Context: an optimization exercise on an open-source flow, tuned for small area and a short achievable clock period. The choices shown serve that exercise and are no tape-out recipe. Only the layout flow was run in this run; the RTL was not checked for function there. Power and IR drop assume default switching activity.

`flow/config.mk`:
```
export PLATFORM = sky130hd
export DESIGN_NAME = ibm2ieee
export DESIGN_NICKNAME = ibm2ieee
export VERILOG_FILES = /design/flow/design.v
export SDC_FILE = /design/flow/constraint.sdc
export NUM_CORES = 4
export LEC_CHECK = 0
export CAP_MARGIN = 20
export CORE_MARGIN = 2
export CORE_UTILIZATION = 40
export SLEW_MARGIN = 20
```
`flow/constraint.sdc`:
```
create_clock -name core_clock -period 18.0 [get_ports {clk}]
set_input_delay 3.6000 -clock core_clock [delete_from_list [all_inputs] [get_ports {clk}]]
set_output_delay 3.6000 -clock core_clock [all_outputs]
set_load 0.01 [all_outputs]
```
`flow/design.v`:
```
module ibm2ieee_lzc64 (
    input  wire [63:0] x,
    output wire [5:0]  n
);
    wire [31:0] v1;
    wire [31:0] c1;
    genvar i;
    generate
        for (i = 0; i < 32; i = i + 1) begin : g1
            assign v1[i] = x[2*i+1] | x[2*i];
            assign c1[i] = ~x[2*i+1];
        end
    endgenerate
    wire [15:0] v2;
    wire [31:0] c2;   
    generate
        for (i = 0; i < 16; i = i + 1) begin : g2
            assign v2[i] = v1[2*i+1] | v1[2*i];
            assign c2[2*i+1:2*i] = v1[2*i+1] ? {1'b0, c1[2*i+1]} : {1'b1, c1[2*i]};
        end
    endgenerate
    wire [7:0]  v3;
    wire [23:0] c3;   
    generate
        for (i = 0; i < 8; i = i + 1) begin : g3
            assign v3[i] = v2[2*i+1] | v2[2*i];
            assign c3[3*i+2:3*i] = v2[2*i+1] ? {1'b0, c2[4*i+3:4*i+2]} : {1'b1, c2[4*i+1:4*i]};
        end
    endgenerate
    wire [3:0]  v4;
    wire [15:0] c4;   
    generate
        for (i = 0; i < 4; i = i + 1) begin : g4
            assign v4[i] = v3[2*i+1] | v3[2*i];
            assign c4[4*i+3:4*i] = v3[2*i+1] ? {1'b0, c3[6*i+5:6*i+3]} : {1'b1, c3[6*i+2:6*i]};
        end
    endgenerate
    wire [1:0]  v5;
    wire [9:0]  c5;   
    generate
        for (i = 0; i < 2; i = i + 1) begin : g5
            assign v5[i] = v4[2*i+1] | v4[2*i];
            assign c5[5*i+4:5*i] = v4[2*i+1] ? {1'b0, c4[8*i+7:8*i+4]} : {1'b1, c4[8*i+3:8*i]};
        end
    endgenerate
    assign n = v5[1] ? {1'b0, c5[9:5]} : {1'b1, c5[4:0]};
endmodule
module ibm2ieee_front (
    input  wire [1:0]  op,
    input  wire [63:0] src,
    output wire [55:0] f,        
    output wire [5:0]  rot,      
    output wire        s,
    output wire        dest64,
    output wire        fzero,    
    output wire        ovf,      
    output wire        subn,     
    output wire [2:0]  wsel,     
    output wire [10:0] bexp      
);
    assign dest64 = op[0];
    assign s = op[1] ? src[63] : src[31];
    wire [6:0] E = op[1] ? src[62:56] : src[30:24];
    assign f = op[1] ? src[55:0] : {src[23:0], 32'b0};
    wire [5:0] L;
    ibm2ieee_lzc64 u_lzc (.x({f, 8'hff}), .n(L));
    wire [13:0] ztop;
    genvar k;
    generate
        for (k = 0; k < 14; k = k + 1) begin : gz
            assign ztop[k] = ~|f[55:54-4*k];
        end
    endgenerate
    wire fnz = |f;
    wire e_le26 = (E <= 7'd26);
    wire e_le32 = (E <= 7'd32);
    wire e_le46 = (E <= 7'd46);
    wire [6:0] em33 = E - 7'd33;           
    wire zsel = ztop[em33[3:0]];
    wire sub_any = e_le32 | (e_le46 & zsel);
    assign subn = ~dest64 & sub_any;
    wire [5:0] e4 = {E[3:0], 2'b00};
    wire [5:0] rsub = e_le32 ? (e4 + 6'd53) : (e4 + 6'd61);    
    assign rot = subn ? rsub : L;
    assign wsel = (~dest64 & e_le32 & ~e_le26) ? (3'd1 - E[2:0]) : 3'd0;
    wire signed [10:0] t = $signed({2'b0, E, 2'b00}) - $signed({5'b0, L});
    assign bexp = dest64 ? (t + 11'sd766) : (t - 11'sd130);
    assign ovf = ~dest64 & (t >= 11'sd385);
    assign fzero = ~fnz | (~dest64 & e_le26);
endmodule
module ibm2ieee_rot (
    input  wire [55:0] x,
    input  wire [5:0]  r,
    output wire [55:0] y
);
    wire [55:0] a5 = r[5] ? {x[23:0], x[55:24]} : x;
    wire [55:0] a4 = r[4] ? {a5[39:0], a5[55:40]} : a5;
    wire [55:0] a3 = r[3] ? {a4[47:0], a4[55:48]} : a4;
    wire [55:0] a2 = r[2] ? {a3[51:0], a3[55:52]} : a3;
    wire [55:0] a1 = r[1] ? {a2[53:0], a2[55:54]} : a2;
    assign      y  = r[0] ? {a1[54:0], a1[55]} : a1;
endmodule
module ibm2ieee_back (
    input  wire [55:0] w,        
    input  wire        s,
    input  wire        dest64,
    input  wire        fzero,
    input  wire        ovf,
    input  wire        subn,
    input  wire [2:0]  wsel,
    input  wire [10:0] bexp,
    output wire [63:0] result
);
    reg [22:0] wmask;
    always @* begin
        case (wsel)
            3'd1:    wmask = 23'h700000;    
            3'd2:    wmask = 23'h7f0000;    
            3'd3:    wmask = 23'h7ff000;    
            3'd4:    wmask = 23'h7fff00;    
            3'd5:    wmask = 23'h7ffff0;    
            3'd6:    wmask = 23'h7fffff;    
            default: wmask = 23'h000000;
        endcase
    end
    wire [22:0] wh = w[55:33] & ~wmask;
    wire        wst = |(w[55:33] & wmask);
    wire st32 = (|w[30:0]) | wst;
    wire up32 = w[31] & (w[32] | st32);
    wire up64 = w[2] & (w[3] | w[1] | w[0]);
    wire up = dest64 ? up64 : up32;
    wire [52:0] m = dest64 ? w[55:3] : {wh, w[32], 29'h1fffffff};
    wire [53:0] inc = {1'b0, m} + {53'b0, up};
    wire c = inc[53];
    wire [10:0] bc = bexp + {10'b0, c};
    wire [63:0] r64 = {s, fzero ? 11'b0 : bc, inc[51:0]};
    wire [7:0]  e32 = fzero ? 8'h00 : ovf ? 8'hff : subn ? {7'b0, inc[52]} : bc[7:0];
    wire [22:0] m32 = (fzero | ovf) ? 23'b0 : inc[51:29];
    wire [63:0] r32 = {32'b0, s, e32, m32};
    assign result = dest64 ? r64 : r32;
endmodule
module ibm2ieee (
    input  wire        clk,
    input  wire        rst,
    input  wire        in_valid,
    input  wire [1:0]  op,
    input  wire [63:0] src,
    output reg         out_valid,
    output reg  [63:0] result
);
    wire [55:0] f;
    wire [5:0]  rot;
    wire        s, dest64, fzero, ovf, subn;
    wire [2:0]  wsel;
    wire [10:0] bexp;
    wire [55:0] w;
    wire [63:0] result_d;
    ibm2ieee_front u_front (.op(op), .src(src), .f(f), .rot(rot), .s(s),
                            .dest64(dest64), .fzero(fzero), .ovf(ovf),
                            .subn(subn), .wsel(wsel), .bexp(bexp));
    ibm2ieee_rot   u_rot   (.x(f), .r(rot), .y(w));
    ibm2ieee_back  u_back  (.w(w), .s(s), .dest64(dest64), .fzero(fzero),
                            .ovf(ovf), .subn(subn), .wsel(wsel), .bexp(bexp),
                            .result(result_d));
    always @(posedge clk) begin
        if (rst) out_valid <= 1'b0;
        else     out_valid <= in_valid;
        result <= result_d;
    end
endmodule
```
`flow/run.sh`:
```
#!/bin/bash
# synth_recipe.tcl (not shown) runs the flow's synth.tcl, then flattens the netlist and writes it again
# the make line also repeats each setting of config.mk as NAME=value (left out here)
make -C /OpenROAD-flow-scripts/flow DESIGN_CONFIG=/design/flow/config.mk WORK_HOME=/design/flow/orfs CLKGATE_MAP_FILE= SYNTH_SCRIPT=/design/flow/synth_recipe.tcl finish
```
==> results.yml <==
placed_design:
  gp_congestion: 1.05
  place_area_sq_mm: 0.0145
  dpl.hpwl_mm: 49.0
  io_buffers: 133
final_layout:
  area_delta_synth_final_pct: 12.8
  postLayoutCellArea_sq_mm: 0.0148
  layout.nets: 2019
  layout-drive-gt1-share_pct: 8.74
  n_antenna_cell: 0
logic_synthesis:
  syn_area_sq_mm: 0.0131
  yosysSeqAreaShare_pct: 9.92
  ys_warn_count: 2
  ys_seq_elements: 65
  syn_nets: 2006
  synth_edf_count: 0
  synthCells: 1916
  async_reset_ff_share_pct: 0
  ys_types: 108
  syn_avg_cell_area_sq_um: 6.84
  synth_ff_type: "dfxtp_1"
sta:
  fin_setup_tns_ns: 0
  slew_violations: 0
  rsz0062_at_grt: "no"
  max_freq_mhz: 72.7
  fin_crit_sh_pct: 76.4
  finalSetupViolations: 0
  tightest_slew_ns: 1.17
  finalCriticalPeriod_ns: 13.75
  slew-limit-headroom_pct: 21.4
  holdWs_ns: 3.83
  hold_violations: 0
worst_setup_path:
  cp_slowest_stage_delay_ns: 0.94
  endpoint_kind: "register"
  crit_path_frequent_cell: "mux2i_1"
  worstPathArrival_ns: 13.93
  path_class: "in2reg"
  crit_path_start_kind: "input port"
  critPathMaxFanout: 74
  cp_slowest_cell: "a22oi_2"
  critPathRequiredTime_ns: 18.19
floorplanning:
  core_area_sq_mm: 0.0324
  start_util_pct: 40.5
  fp.dieW_microns: 185
  ios: 134
  die_y_microns: 185
  die-area_sq_mm: 0.0342
  row_count: 66
clocking:
  cts_setup_buffers: 0
  postCtsHoldBufs: 0
  cts-root-buf: "clkbuf_16"
  cts_resized: 0
  cts.sinks: 65
  cts_tree: "built"
  htreeDepth: 3
  clock_path_buffers: 2
  numCtsBuffers: 9
  clkTransAtPathRegs_ns: 0.05
power:
  combPwrFrac_pct: 68.7
  power_density_mw_per_mm2: 77.5
  internal_power_w: 0.000578
  p_leak_nw: 5.25
  pwr-share-clk_pct: 15.0
  p_switching_w: 0.000568
  switching_share_pct: 49.6
  p_seq_share_pct: 16.3
  ir_drop_mv: 0.0548
global_route:
  antenna_found_initial: 0
  grt_pass1_vias: 14500
  overflow: 0
  grt_pass1_wl_mm: 93.7
  grt_max_degree: 91
  grtUsageTotal_pct: 35.9
routing:
  drt_first_pass_iters: 8
  vias: 16500
  wl_per_cell_microns: 26.6
  top_layer: "met4"
  drt_iter0_markers: 2738
  viasPerCell: 6.92
  wl_met3_mm: 7.00
  antenna_left: 0
  wl_met1_mm: 25.7
  remaining_drc_errors: 0
  wl_met2_mm: 27.3
  wl_mm: 63.3
run_status:
  status: "no timing/DRC/antenna violations"
run:
  cap_viol_max_count: 0
worst_hold_path:
  min_path_type: "in2reg"
cell usage after synthesis (13+ instances only):
cell      count  area share, %
xor2_1       29            1.9
o22ai_1      39            1.9
clkbuf_1     73            2.1
a221oi_1     19            1.3
nor3_1       54            2.1
a22o_1       20            1.3
o211ai_1     45            2.6
o221ai_1     13           0.87
a22oi_1      15           0.86
dfxtp_1      65            9.9
xnor2_1      48            3.2
ha_1         20            1.9
buf_2        46            1.8
nand4_1      17           0.81
a211oi_1     32            1.8
o21a_1       16           0.92
nor2_1      192            5.5
nand3_1      73            2.8
a211o_1      15            1.0
and3_1       13           0.62
nor4_1       26            1.2
o31ai_1      17           0.97
buf_1        15           0.43
a31oi_1      23            1.1
mux2_2       41            3.5
buf_4        15           0.86
and2_1       29            1.4
a21oi_1     155            5.9
inv_1        27           0.77
nand2b_1     16           0.76
mux2i_1      86            6.6
nand2_1     218            6.2
o21ai_0     111            4.2
flip-flops by register name, indices dropped and copies added (netlist names):
register   cells
result        64
out_valid      1
placed cells by master (no fill, tap or decap), types with 10 or more instances in the layout:
| cell type | synthesis | layout |
|---|---|---|
| a211o_1 | 15 | 15 |
| a211oi_1 | 32 | 32 |
| a21o_1 | 10 | 10 |
| a21oi_1 | 155 | 155 |
| a221oi_1 | 19 | 19 |
| a22o_1 | 20 | 20 |
| a22oi_1 | 15 | 15 |
| a31oi_1 | 23 | 23 |
| a32o_1 | 11 | 11 |
| a32oi_1 | 12 | 12 |
| and2_1 | 29 | 29 |
| and3_1 | 13 | 13 |
| buf_4 | 15 | 29 |
| clkdlybuf4s50_1 | 0 | 131 |
| dfxtp_1 | 65 | 65 |
| ha_1 | 20 | 20 |
| inv_1 | 27 | 27 |
| mux2_2 | 41 | 41 |
| mux2i_1 | 86 | 85 |
| nand2_1 | 218 | 217 |
| nand2b_1 | 16 | 16 |
| nand3_1 | 73 | 73 |
| nand4_1 | 17 | 17 |
| nor2_1 | 192 | 190 |
| nor2b_1 | 11 | 11 |
| nor3_1 | 54 | 54 |
| nor4_1 | 26 | 26 |
| o2111ai_1 | 11 | 11 |
| o211a_1 | 11 | 11 |
| o211ai_1 | 45 | 45 |
| o21a_1 | 16 | 16 |
| o21ai_0 | 111 | 111 |
| o21ai_1 | 10 | 10 |
| o221ai_1 | 13 | 13 |
| o22ai_1 | 39 | 39 |
| o31ai_1 | 17 | 17 |
| or2_2 | 11 | 11 |
| or3_1 | 10 | 10 |
| xnor2_1 | 48 | 46 |
| xor2_1 | 29 | 29 |
cell type report:
cell class | instances | area, sq um
repair buffers | 161 | 1530
clock inverters | 4 | 51.3
fillers | 3364 | 17600
clock buffers | 12 | 256
inverters | 32 | 120
flip-flops and latches | 65 | 1300
multi-input cells | 1660 | 11000
well taps | 442 | 553
final timing paths:
check / depth (start not counted) / endpoint / slack (ns) / startpoint
worst max-delay path: 31 / result[29]$_DFF_P_ / 4.25 / op[1]
worst min-delay path: 2 / out_valid$_SDFF_PP0_ / 3.83 / rst
kinds of logic after synthesis:
family,share of synthesized area [%]
buf+inv,6.91
simple gates,27.0
compound gates,37.6
xor+xnor,5.14
mux,11.4
flops,9.92
fa+ha+maj,2.06
metrics by stage:
step	setup WS (ns)	util [%]	std cells	total power (W)
floorplan	5.10	-	1916	0.000673
global placement	4.44	44.7	2359	0.000947
global route	3.70	45.7	2376	0.00120
detailed placement	4.19	44.7	2360	0.000946
finish	4.25	45.7	2376	0.00115
CTS	4.48	45.7	2376	0.00112
power groups by stage:
stage / clock [W] / combinational (W) / sequential (W)
3_5_place_dp: 0 / 0.000756 / 0.000191
6_report: 0.000172 / 0.000788 / 0.000187
3_3_place_gp: 0 / 0.000757 / 0.000190
5_1_grt: 0.000180 / 0.000833 / 0.000190
4_1_cts: 0.000175 / 0.000759 / 0.000188
2_1_floorplan: 0 / 0.000464 / 0.000209
per-layer routing:
layer / vias up / GRT usage, %
met4: 0 / 15.9
met2: 1221 / 55.7
met3: 196 / 5.72
li1: 7334 / -
met1: 7702 / 48.9
met5: - / 0
critical path, delay by kind of cell:
family          cells  cell delay, ns
mux                 5            1.94
fa+ha+maj           2            0.62
simple gates        9            2.09
compound gates     12            3.99
buf+inv             2            1.40
xor+xnor            1            0.22

==> re-timing with driven ports <==
No port has a modelled driver above. Below, the same layout with a new extraction and two added sets of constraints.
Step 1, drivers: a clkbuf_16 drives clk and a buf_2 each remaining input, both assumed.
Step 2 also shifts input and output timing later by t, the mid clock arrival at the registers, as if the neighbouring blocks saw the same clock.
a / b / c = no drivers / after step 1 / after step 2; a / b = the first two.
shift t [ns]: 0.363
setup slack, ns: 4.254 / 4.270 / 3.907
worst slew at a driven data input, ns: 0.08
cell pins on the clock port's net: 1
After both steps this run still meets setup and hold. For this run, drivers alone change the setup slack by +0.016 ns; drivers and shift together by -0.347 ns.
